From an optimization exercise on the open Yosys and OpenROAD flow, aimed at small area, a short achievable clock period and few clock cycles per item; shortcuts taken in it are not production practice. Only simulation tests tie the RTL to the original design; equivalence was not proved. Power figures rest on the tool's default switching activity, not on a simulated workload.

[flow/design.v]
module fp_unpack (
    input  wire [31:0]       w,
    output wire              s,
    output wire signed [9:0] x,
    output wire [23:0]       m,
    output wire [4:0]        tz,
    output wire              zero,
    output wire              inf,
    output wire              nan
);
    wire [7:0]  e = w[30:23];
    wire [22:0] f = w[22:0];
    wire        ez = (e == 8'd0);
    wire        eo = (e == 8'hFF);
    wire        fz = (f == 23'd0);
    assign s    = w[31];
    assign zero = ez & fz;
    assign inf  = eo & fz;
    assign nan  = eo & ~fz;
    wire [23:0] raw = {~ez, f};
    reg [4:0] lz;
    integer i;
    always @(*) begin
        lz = 5'd0;
        for (i = 0; i < 24; i = i + 1)
            if (raw[i]) lz = 5'd23 - i[4:0];
    end
    assign m = raw << lz;
    assign x = ez ? (10'sd1 - $signed({5'd0, lz})) : $signed({2'b00, e});
    reg [4:0] t;
    always @(*) begin
        t = 5'd0;
        for (i = 23; i >= 0; i = i - 1)
            if (m[i]) t = i[4:0];
    end
    assign tz = t;
endmodule
module fp_mul (
    input  wire              clk,
    input  wire              sa,
    input  wire signed [9:0] xa,
    input  wire [23:0]       ma,
    input  wire [4:0]        tza,
    input  wire              za, ia, na,
    input  wire              sb,
    input  wire signed [9:0] xb,
    input  wire [23:0]       mb,
    input  wire [4:0]        tzb,
    input  wire              zb, ib, nb,
    output reg  [31:0]       y
);
    reg [47:0]        P;       
    reg signed [10:0] E0;      
    reg [5:0]         tzs;     
    reg               sy, rnan, rinf, rzero;
    always @(posedge clk) begin
        P     <= ma * mb;
        E0    <= $signed({xa[9], xa}) + $signed({xb[9], xb}) - 11'sd127;
        tzs   <= {1'b0, tza} + {1'b0, tzb};
        sy    <= sa ^ sb;
        rnan  <= na | nb | (ia & zb) | (ib & za);
        rinf  <= ia | ib;
        rzero <= za | zb;
    end
    wire signed [10:0] E1  = E0 + 11'sd1;
    wire               nrm = (E0 > 11'sd0);
    wire signed [10:0] nE0 = -E0;
    wire [4:0]         sh  = (E0 < -11'sd31) ? 5'd31 : nE0[4:0];
    wire [47:0] R = nrm ? (P[47] ? P : {P[46:0], 1'b0}) : (P >> sh);
    wire [6:0] pos = nrm ? (7'd22 + {6'd0, P[47]}) : (7'd23 + {2'd0, sh});
    wire       sticky = ({1'b0, tzs} < pos);
    wire       guard  = R[23];
    wire       rnd_up = guard & (sticky | R[24]);
    wire [7:0] ef = nrm ? (P[47] ? E1[7:0] : E0[7:0]) : {7'd0, R[47]};
    wire       ovf = nrm & (P[47] ? (E1 > 11'sd254) : (E0 > 11'sd254));
    wire [30:0] packed_word = {ef, R[46:24]} + {30'd0, rnd_up};
    always @(*) begin
        if (rnan)
            y = 32'h7FC00000;
        else if (rinf || ovf)
            y = {sy, 8'hFF, 23'd0};
        else if (rzero)
            y = {sy, 31'd0};
        else
            y = {sy, packed_word};
    end
endmodule
module fp_add (
    input  wire [31:0] a,
    input  wire [31:0] b,
    output reg  [31:0] y
);
    wire        sa = a[31], sb = b[31];
    wire [7:0]  ea = a[30:23], eb = b[30:23];
    wire        eaz = (ea == 8'd0), ebz = (eb == 8'd0);
    wire [23:0] ma = {~eaz, a[22:0]};
    wire [23:0] mb = {~ebz, b[22:0]};
    wire [7:0]  xa = {ea[7:1], ea[0] | eaz};
    wire [7:0]  xb = {eb[7:1], eb[0] | ebz};
    wire a_nan = (ea == 8'hFF) && (a[22:0] != 0);
    wire b_nan = (eb == 8'hFF) && (b[22:0] != 0);
    wire a_inf = (ea == 8'hFF) && (a[22:0] == 0);
    wire b_inf = (eb == 8'hFF) && (b[22:0] == 0);
    wire       sub = sa ^ sb;
    wire [8:0] dab = {1'b0, xa} - {1'b0, xb};
    wire [8:0] dba = {1'b0, xb} - {1'b0, xa};
    wire       age = (ea >= eb);               
    wire [7:0] d   = age ? dab[7:0] : dba[7:0];
    wire       d0  = (xa == xb);
    wire       da1 = (dab == 9'd1);
    wire       db1 = (dba == 9'd1);
    wire [23:0] mB = age ? ma : mb;
    wire [23:0] mS = age ? mb : ma;
    wire [7:0]  xB = age ? xa : xb;
    wire        sB = age ? sa : sb;
    function [4:0] tzc24(input [23:0] v);
        integer i;
        begin
            tzc24 = 5'd24;
            for (i = 23; i >= 0; i = i - 1)
                if (v[i]) tzc24 = i[4:0];
        end
    endfunction
    wire [4:0] tza = tzc24(ma), tzb = tzc24(mb);
    wire [4:0] tzS = age ? tzb : tza;
    wire       mSz = age ? ebz & (b[22:0] == 0) : eaz & (a[22:0] == 0);
    wire [26:0] wS0 = {mS, 3'b000} >> d;
    wire        stk = ~mSz & ({3'b000, tzS} + 8'd3 < d);
    wire [26:0] wS  = {wS0[26:1], wS0[0] | stk};
    wire [27:0] F   = sub ? ({1'b0, mB, 3'b000} - {1'b0, wS})
                          : ({1'b0, mB, 3'b000} + {1'b0, wS});
    wire [23:0] m2 = F[27:4], m1 = F[26:3], m0 = F[25:2];
    wire        r2 = F[3] & ((|F[2:0]) | F[4]);
    wire        r1 = F[2] & ((|F[1:0]) | F[3]);
    wire        r0 = F[1] & (F[0] | F[2]);
    wire [8:0]  e2 = {1'b0, xB} + 9'd1;
    wire [8:0]  e0 = {1'b0, xB} - 9'd1;
    wire [30:0] p2 = {e2[7:0], m2[22:0]};
    wire [30:0] p1 = {(m1[23] ? xB : 8'd0), m1[22:0]};
    wire [30:0] p0 = {e0[7:0], m0[22:0]};
    wire [30:0] q2 = p2 + {30'd0, r2};
    wire [30:0] q1 = p1 + {30'd0, r1};
    wire [30:0] q0 = p0 + {30'd0, r0};
    wire        c2 = F[27];
    wire        c1 = ~F[27] & (F[26] | ~sub);
    wire [30:0] fr  = c2 ? q2 : c1 ? q1 : q0;
    wire        fov = c2 & (e2 >= 9'd255);
    wire [24:0] nab = {1'b0, ma} - {1'b0, mb};
    wire [24:0] nba = {1'b0, mb} - {1'b0, ma};
    wire [24:0] n1a = {ma, 1'b0} - {1'b0, mb};
    wire [24:0] n1b = {mb, 1'b0} - {1'b0, ma};
    wire        altb = nab[24];              
    wire [24:0] N = d0  ? (altb ? {nba[23:0], 1'b0} : {nab[23:0], 1'b0})
                  : da1 ? n1a : n1b;
    wire        nsg = d0 ? (altb ? sb : sa) : sB;
    wire [7:0]  lim = xB - 8'd1;
    wire [24:0] mk  = (lim > 8'd24) ? 25'd0 : (25'h1000000 >> lim);
    wire [24:0] nz  = N | mk;
    reg  [4:0]  lz;
    integer j;
    always @(*) begin
        lz = 5'd0;
        for (j = 0; j < 25; j = j + 1)
            if (nz[j]) lz = 5'd24 - j[4:0];
    end
    wire [24:0] nl  = N << lz;
    wire [7:0]  nf  = nl[24] ? (xB - {3'd0, lz}) : 8'd0;
    wire [30:0] nr  = {nf, nl[23:1]};
    wire        nzero = (N == 25'd0);
    wire use_near = sub & (d0 | ((da1 | db1) & ~N[24]));
    always @(*) begin
        if (a_nan || b_nan || (a_inf && b_inf && sub))
            y = 32'h7FC00000;
        else if (a_inf)
            y = a;
        else if (b_inf)
            y = b;
        else if (use_near)
            y = nzero ? {sa & sb, 31'd0} : {nsg, nr};
        else if (fov)
            y = {sB, 8'hFF, 23'd0};
        else
            y = {sB, fr};
    end
endmodule
module bqfi_biquad (
    input  wire        clk,
    input  wire        rst,
    input  wire        in_valid,
    output wire        in_ready,
    input  wire [2:0]  in_op,
    input  wire        in_ch,
    input  wire [31:0] in_data,
    output wire        out_valid,
    output reg         out_ch,
    output wire [31:0] out_y
);
    reg [31:0] cf [0:9];
    reg [9:0]  cv;
    reg [31:0] x1 [0:1];
    reg [31:0] x2 [0:1];
    reg [31:0] y1 [0:1];
    reg [31:0] y2 [0:1];
    reg [1:0]  x1v, x2v, y1v, y2v;
    reg [7:0]  ph;
    reg        ch0;      
    reg        ch1;      
    reg [31:0] x;
    wire busy = ph[0] | ph[1] | ph[2] | ph[3];
    assign in_ready = ~busy;
    wire acc_cmd  = in_valid & ~busy & ~rst;
    wire acc_filt = acc_cmd & (in_op == 3'd0);
    reg [31:0] fa, fb;
    integer k;
    always @(*) begin
        fa = 32'd0;
        for (k = 0; k < 5; k = k + 1)
            if (ph[k]) fa = fa | ((ch0 ? (cv[5+k] ? cf[5+k] : 32'd0)
                                       : (cv[k]   ? cf[k]   : 32'd0)));
    end
    always @(*) begin
        case (1'b1)
            ph[1]:   fb = x1v[ch0] ? x1[ch0] : 32'd0;
            ph[2]:   fb = x2v[ch0] ? x2[ch0] : 32'd0;
            ph[3]:   fb = y1v[ch0] ? y1[ch0] : 32'd0;
            ph[4]:   fb = y2v[ch0] ? y2[ch0] : 32'd0;
            default: fb = x;
        endcase
    end
    wire              ua_s, ub_s, ua_z, ub_z, ua_i, ub_i, ua_n, ub_n;
    wire signed [9:0] ua_x, ub_x;
    wire [23:0]       ua_m, ub_m;
    wire [4:0]        ua_t, ub_t;
    fp_unpack u_ua (.w(fa), .s(ua_s), .x(ua_x), .m(ua_m), .tz(ua_t), .zero(ua_z), .inf(ua_i), .nan(ua_n));
    fp_unpack u_ub (.w(fb), .s(ub_s), .x(ub_x), .m(ub_m), .tz(ub_t), .zero(ub_z), .inf(ub_i), .nan(ub_n));
    reg              oa_s, ob_s, oa_z, ob_z, oa_i, ob_i, oa_n, ob_n;
    reg signed [9:0] oa_x, ob_x;
    reg [23:0]       oa_m, ob_m;
    reg [4:0]        oa_t, ob_t;
    always @(posedge clk) begin
        oa_s <= ua_s; oa_x <= ua_x; oa_m <= ua_m; oa_t <= ua_t; oa_z <= ua_z; oa_i <= ua_i; oa_n <= ua_n;
        ob_s <= ub_s; ob_x <= ub_x; ob_m <= ub_m; ob_t <= ub_t; ob_z <= ub_z; ob_i <= ub_i; ob_n <= ub_n;
    end
    wire [31:0] mul_y;
    fp_mul u_mul (
        .clk(clk),
        .sa(oa_s), .xa(oa_x), .ma(oa_m), .tza(oa_t), .za(oa_z), .ia(oa_i), .na(oa_n),
        .sb(ob_s), .xb(ob_x), .mb(ob_m), .tzb(ob_t), .zb(ob_z), .ib(ob_i), .nb(ob_n),
        .y(mul_y));
    reg [31:0] prod;
    reg        neg;      
    always @(posedge clk) begin
        prod <= mul_y;
        neg  <= ph[5] | ph[6];
    end
    reg  [31:0] acc;
    wire [31:0] add_y;
    fp_add u_add (.a(acc), .b({prod[31] ^ neg, prod[30:0]}), .y(add_y));
    always @(posedge clk) begin
        if (ph[3])
            acc <= prod;
        else if (ph[4] | ph[5] | ph[6] | ph[7])
            acc <= add_y;
    end
    assign out_y = acc;
    integer c;
    always @(posedge clk) begin
        if (rst) begin
            ph  <= 7'd0;
            cv  <= 10'd0;
            x1v <= 2'd0; x2v <= 2'd0; y1v <= 2'd0; y2v <= 2'd0;
        end else begin
            ph <= {ph[6:0], acc_filt};
            if (acc_cmd) begin
                for (c = 0; c < 10; c = c + 1)
                    if (in_op == (c % 5) + 1 && in_ch == (c / 5)) cv[c] <= 1'b1;
            end
            if (ph[2]) begin
                x1v[ch0] <= 1'b1;
                x2v[ch0] <= x1v[ch0];
            end
            if (ph[7]) begin
                y1v[ch1] <= 1'b1;
                y2v[ch1] <= y1v[ch1];
            end
        end
    end
    assign out_valid = ph_out;
    reg ph_out;
    always @(posedge clk) begin
        if (rst) ph_out <= 1'b0;
        else     ph_out <= ph[7];
    end
    always @(posedge clk) begin
        if (acc_filt) begin
            x   <= in_data;
            ch0 <= in_ch;
        end
        if (ph[4]) ch1 <= ch0;
        if (ph[7]) out_ch <= ch1;
        if (acc_cmd) begin
            for (c = 0; c < 10; c = c + 1)
                if (in_op == (c % 5) + 1 && in_ch == (c / 5)) cf[c] <= in_data;
        end
        if (ph[2]) begin
            x1[ch0] <= x;
            x2[ch0] <= x1[ch0];
        end
        if (ph[7]) begin
            y1[ch1] <= add_y;
            y2[ch1] <= y1[ch1];
        end
    end
endmodule
[flow/run.sh]
#!/bin/bash
# synth_recipe.tcl (not shown) runs the flow's synth.tcl, then flattens the netlist and writes it again
# the make line also repeats each setting of config.mk as NAME=value (left out here)
make -C /OpenROAD-flow-scripts/flow DESIGN_CONFIG=/design/flow/config.mk WORK_HOME=/design/flow/orfs CLKGATE_MAP_FILE= SYNTH_SCRIPT=/design/flow/synth_recipe.tcl finish
[flow/config.mk]
export PLATFORM = sky130hd
export DESIGN_NAME = bqfi_biquad
export DESIGN_NICKNAME = bqfi_biquad
export VERILOG_FILES = /design/flow/design.v
export SDC_FILE = /design/flow/constraint.sdc
export NUM_CORES = 4
export LEC_CHECK = 0
export CAP_MARGIN = 20
export CORE_MARGIN = 2
export CORE_UTILIZATION = 55
export PLACE_DENSITY = 0.7
export SLEW_MARGIN = 20
[flow/constraint.sdc]
create_clock -name core_clock -period 18.0 [get_ports {clk}]
set_input_delay 3.6000 -clock core_clock [delete_from_list [all_inputs] [get_ports {clk}]]
set_output_delay 3.6000 -clock core_clock [all_outputs]
set_load 0.01 [all_outputs]
==> impl_metrics.py <==
metrics = {
    "placement": {
        "dp_hpwl_um": 194800,
        "gp_congestion": 1.100,
        "dp.cells": 9540,
        "io_buffer_count": 73,
    },
    "critical_path": {
        "end_kind": "register",
        "r2r_end": "acc[23]",
        "critPathMaxStageDelay_ns": 0.86,
        "cp_max_fo": 22,
        "critPathLaunchType": "register",
        "reg2reg_slack_ns": 6.30,
        "cp.arrival_ns": 12.06,
        "reg2reg_from": "acc[24]",
        "worst-endpoint-required_ns": 18.37,
        "reg2reg_depth": 41,
        "critPathKind": "register to register",
        "crit_path_top_delay_cell": "nor4_2",
    },
    "clock_tree": {
        "clock-sinks": 836,
        "cts-root-buf": "clkbuf_16",
        "hold_buffers": 0,
        "clock_latency_ns": 0.70,
        "htreeDepth": 3,
        "cts-resized-gates": 0,
        "clk_pin_slew_ns": 0.07,
        "clockBufferDepth": 3,
        "numCtsBuffers": 86,
        "cts_tree": "yes",
        "post-cts-setup-buffers": 0,
    },
    "sta": {
        "tightest_slew_ns": 1.206,
        "finalSetupTns_ns": 0,
        "setup_viol": 0,
        "fmax_mhz": 85.50,
        "slew_headroom": 0.1960,
        "final_max_slew_viol_count": 0,
        "period_share": 0.6497,
        "fin_skew_ns": 0.05790,
        "rsz0062_at_grt": "false",
        "fin_crit_ns": 11.70,
        "hold_viol": 0,
    },
    "die": {
        "dieArea_um2": 136900,
        "std_cell_rows": 134,
        "ioPinCount": 74,
        "dieHeight_um": 370.0,
        "die_w_um": 370.0,
        "coreArea_um2": 133100,
        "start_util": 0.5533,
    },
    "synth": {
        "synthXorXnorAreaFrac": 0.02842,
        "ys_top_cells_by_area": "edfxtp_1 (26%), fa_1 (13%), ha_1 (6.4%), dfxtp_1 (5.2%), nand2_1 (4.7%)",
        "yosys.area_share.simple": 0.1690,
        "synth_top_family_by_area": "adder cells",
        "synthesis.area_um2": 73660,
        "synth_flop_cell": "edfxtp_1",
        "synth.avg_cell_area_um2": 9.244,
        "synth.largest_area_cell": "edfxtp_1",
        "synth_top_area_share": 0.2621,
        "yosysSeqAreaShare": 0.3146,
        "synth_edf_count": 643,
        "ys_seq_elements": 836,
        "synthArstFlopShare": 0,
        "muxShareOfSynthArea": 0.05101,
        "mappedNetlistNets": 8876,
        "syn_inst": 7968,
        "yosysUniqueCellTypes": 123,
        "synth_fa_ha_area_frac": 0.1977,
        "synth_compound_area_frac": 0.1762,
        "yosys_warnings": 5,
    },
    "layout": {
        "fin_cells": 9709,
        "utilization": 0.5953,
        "layout_common_cells": "nand2_1 (915), inv_1 (723), edfxtp_1 (643), nor2_1 (496), fa_1 (491)",
        "drive_gt1_frac": 0.07615,
        "final_common_cell": "nand2_1",
        "nets": 8768,
        "areaGrowthSynthToFinish_pct": 7.597,
    },
    "pwr": {
        "p_sw_mw": 1.847,
        "pwr-share-seq": 0.390,
        "p_leak_nw": 31.36,
        "vdd_drop_max_v": 0.00009376,
        "swShare": 0.3362,
        "combPwrFrac": 0.272,
        "pwr-share-clk": 0.337,
        "p_int_mw": 3.646,
        "powerDensity_nw_per_um2": 69.31,
    },
    "global_routing": {
        "grt_max_degree": 89,
        "grt_pass1_vias": 62009,
        "antenna_found_initial": 15,
        "grt_use_total": 0.3821,
        "grt_pass1_wl_um": 395200,
        "overflow": 0,
    },
    "drt": {
        "first_pass_iters": 7,
        "wire_per_inst_um": 27.49,
        "vias": 65126,
        "detail-route-antenna-nets": 0,
        "viasPerCell": 6.708,
        "routed_wl_um": 266900,
        "drtIter0Drc": 9145,
        "drcViolationCount": 0,
    },
    "hold_path": {
        "hold_depth": 1,
        "hp-start": "ob_s",
        "hold_class": "register to register",
        "hold_end": "u_mul.sy",
    },
    "status": {
        "status": "timing/DRC/antenna clean",
    },
    "job": {
        "maxCapViolCount": 0,
    },
}
layout make-up:
type                    instances  area, um^2
clock inverters                46       576.8
fillers                     11622       53870
clock buffers                 114        2407
multi-input cells            5942       45990
inverters                     740        2778
well taps                    1768        2212
repair buffers                254        2085
diodes                          9       22.52
flip-flops and latches        836       23180
worst max-delay path: cells and delay by family (launching register included):
kind | cells | cell delay (ns)
and+or+nand+nor | 14 | 3.64
AOI/OAI and AO/OA | 20 | 4.45
DFF | 1 | 0.55
adders and majority gates | 3 | 1.13
xor gates and xnor gates | 1 | 0.67
muxes | 1 | 0.21
buffers and inverters | 2 | 0.72
cell usage after synthesis (38+ instances only):
master,n
xor2_1,77
nor4_1,67
buf_1,39
nor2_1,501
nor3_1,164
xnor2_1,157
o21ai_0,342
mux2_2,114
or2_2,41
buf_2,50
o21a_1,49
and2_1,249
nand3_1,192
a21oi_1,422
a211oi_1,89
ha_1,378
and3_1,64
a21o_1,72
inv_1,723
nand2b_1,61
dfxtp_1,193
a31oi_1,77
o211ai_1,71
a22o_1,63
o21bai_1,38
edfxtp_1,643
a22oi_1,108
or3_1,66
o22ai_1,114
nand4_1,71
nor2b_1,79
mux2i_1,230
clkbuf_1,345
fa_1,491
nand2_1,915
logic make-up after synthesis:
family,count (synthesis)
adders and majority gates,869
buffers and inverters,1190
AOI/OAI and AO/OA,1903
other,1
xor gates and xnor gates,236
muxes,352
and+or+nand+nor,2581
DFF,836
metrics by stage:
step / power (mW) / setup WS (ns) / hold slack [ns] / instance area (um^2)
final: 5.493 / 6.305 / 0.4325 / 79250
after global placement: 3.600 / 6.758 / 0.4152 / 76220
after CTS: 5.435 / 6.661 / 0.4359 / 79220
after global routing: 5.658 / 5.475 / 0.4484 / 79230
after floorplan: 3.131 / 8.225 / 0.3961 / 73660
after detailed placement: 3.594 / 6.710 / 0.4243 / 76240
power by group through the flow:
| stage | sequential (mW) | clock [mW] | combinational, mW |
|---|---|---|---|
| 4_1_cts | 2.14 | 1.87 | 1.42 |
| 6_report | 2.14 | 1.85 | 1.50 |
| 5_1_grt | 2.14 | 1.95 | 1.56 |
| 3_5_place_dp | 2.18 | 0 | 1.41 |
| 3_3_place_gp | 2.18 | 0 | 1.42 |
| 2_1_floorplan | 2.17 | 0 | 0.963 |
worst max path at each step:
stage                       start   endpoint  slack [ns]  cells past startpoint
after detailed placement  acc[24]    acc[24]        6.71                     41
after floorplan           acc[29]    acc[18]        8.23                     46
after global routing      acc[24]  y1[0][23]        5.47                     41
final                     acc[24]    acc[23]        6.30                     41
after global placement    acc[24]  y1[0][23]        6.76                     41
after CTS                 acc[24]    acc[24]        6.66                     41
routing by layer:
layer,GRT usage,part of all wire,up-vias
li1,-,-,28160
met2,0.5392,0.41,4371
met3,0.1196,0.14,681
met4,0.1367,0.041,10
met5,0,0.00023,-
met1,0.5500,0.41,31904
state kept, by name, indices dropped and copies added, names as in the netlist, 2 cells and up, named ones only:
register	cells
x2	64
y2	64
u_mul.P	26
oa_x	9
acc	32
ob_x	9
ob_t	5
x1	64
prod	32
u_mul.E0	11
ob_m	24
ph	8
oa_m	24
y1	64
x	32
cf	320
x1v	2
oa_t	5
cv	10
u_mul.tzs	6
y1v	2
Testbench counts, summed over its fixed seeds: cycles 24,160, items 5,272.

[re-timing with driven ports]
In the flow no input, the clock included, has a driving cell. The finished layout below was timed again as built, in two steps. Step 1, drivers: a clkbuf_16 drives clk and a buf_2 each remaining input, both assumed. Step 2, shift: input delay + t, output delay - t, t = (earliest + latest rising clock arrival at the registers) / 2. This alone moves slack from input paths to output paths. Three values: no drivers, after step 1, after step 2; two values: the first two.
t, ns: 0.736
slack for setup (ns): 6.305 / 6.305 / 6.305
clock arrival spread, ns: 0.070 / 0.069
After both steps this run still meets setup and hold. The setup slack of this run moves by 0.000 ns with the drivers and by 0.000 ns with both steps.
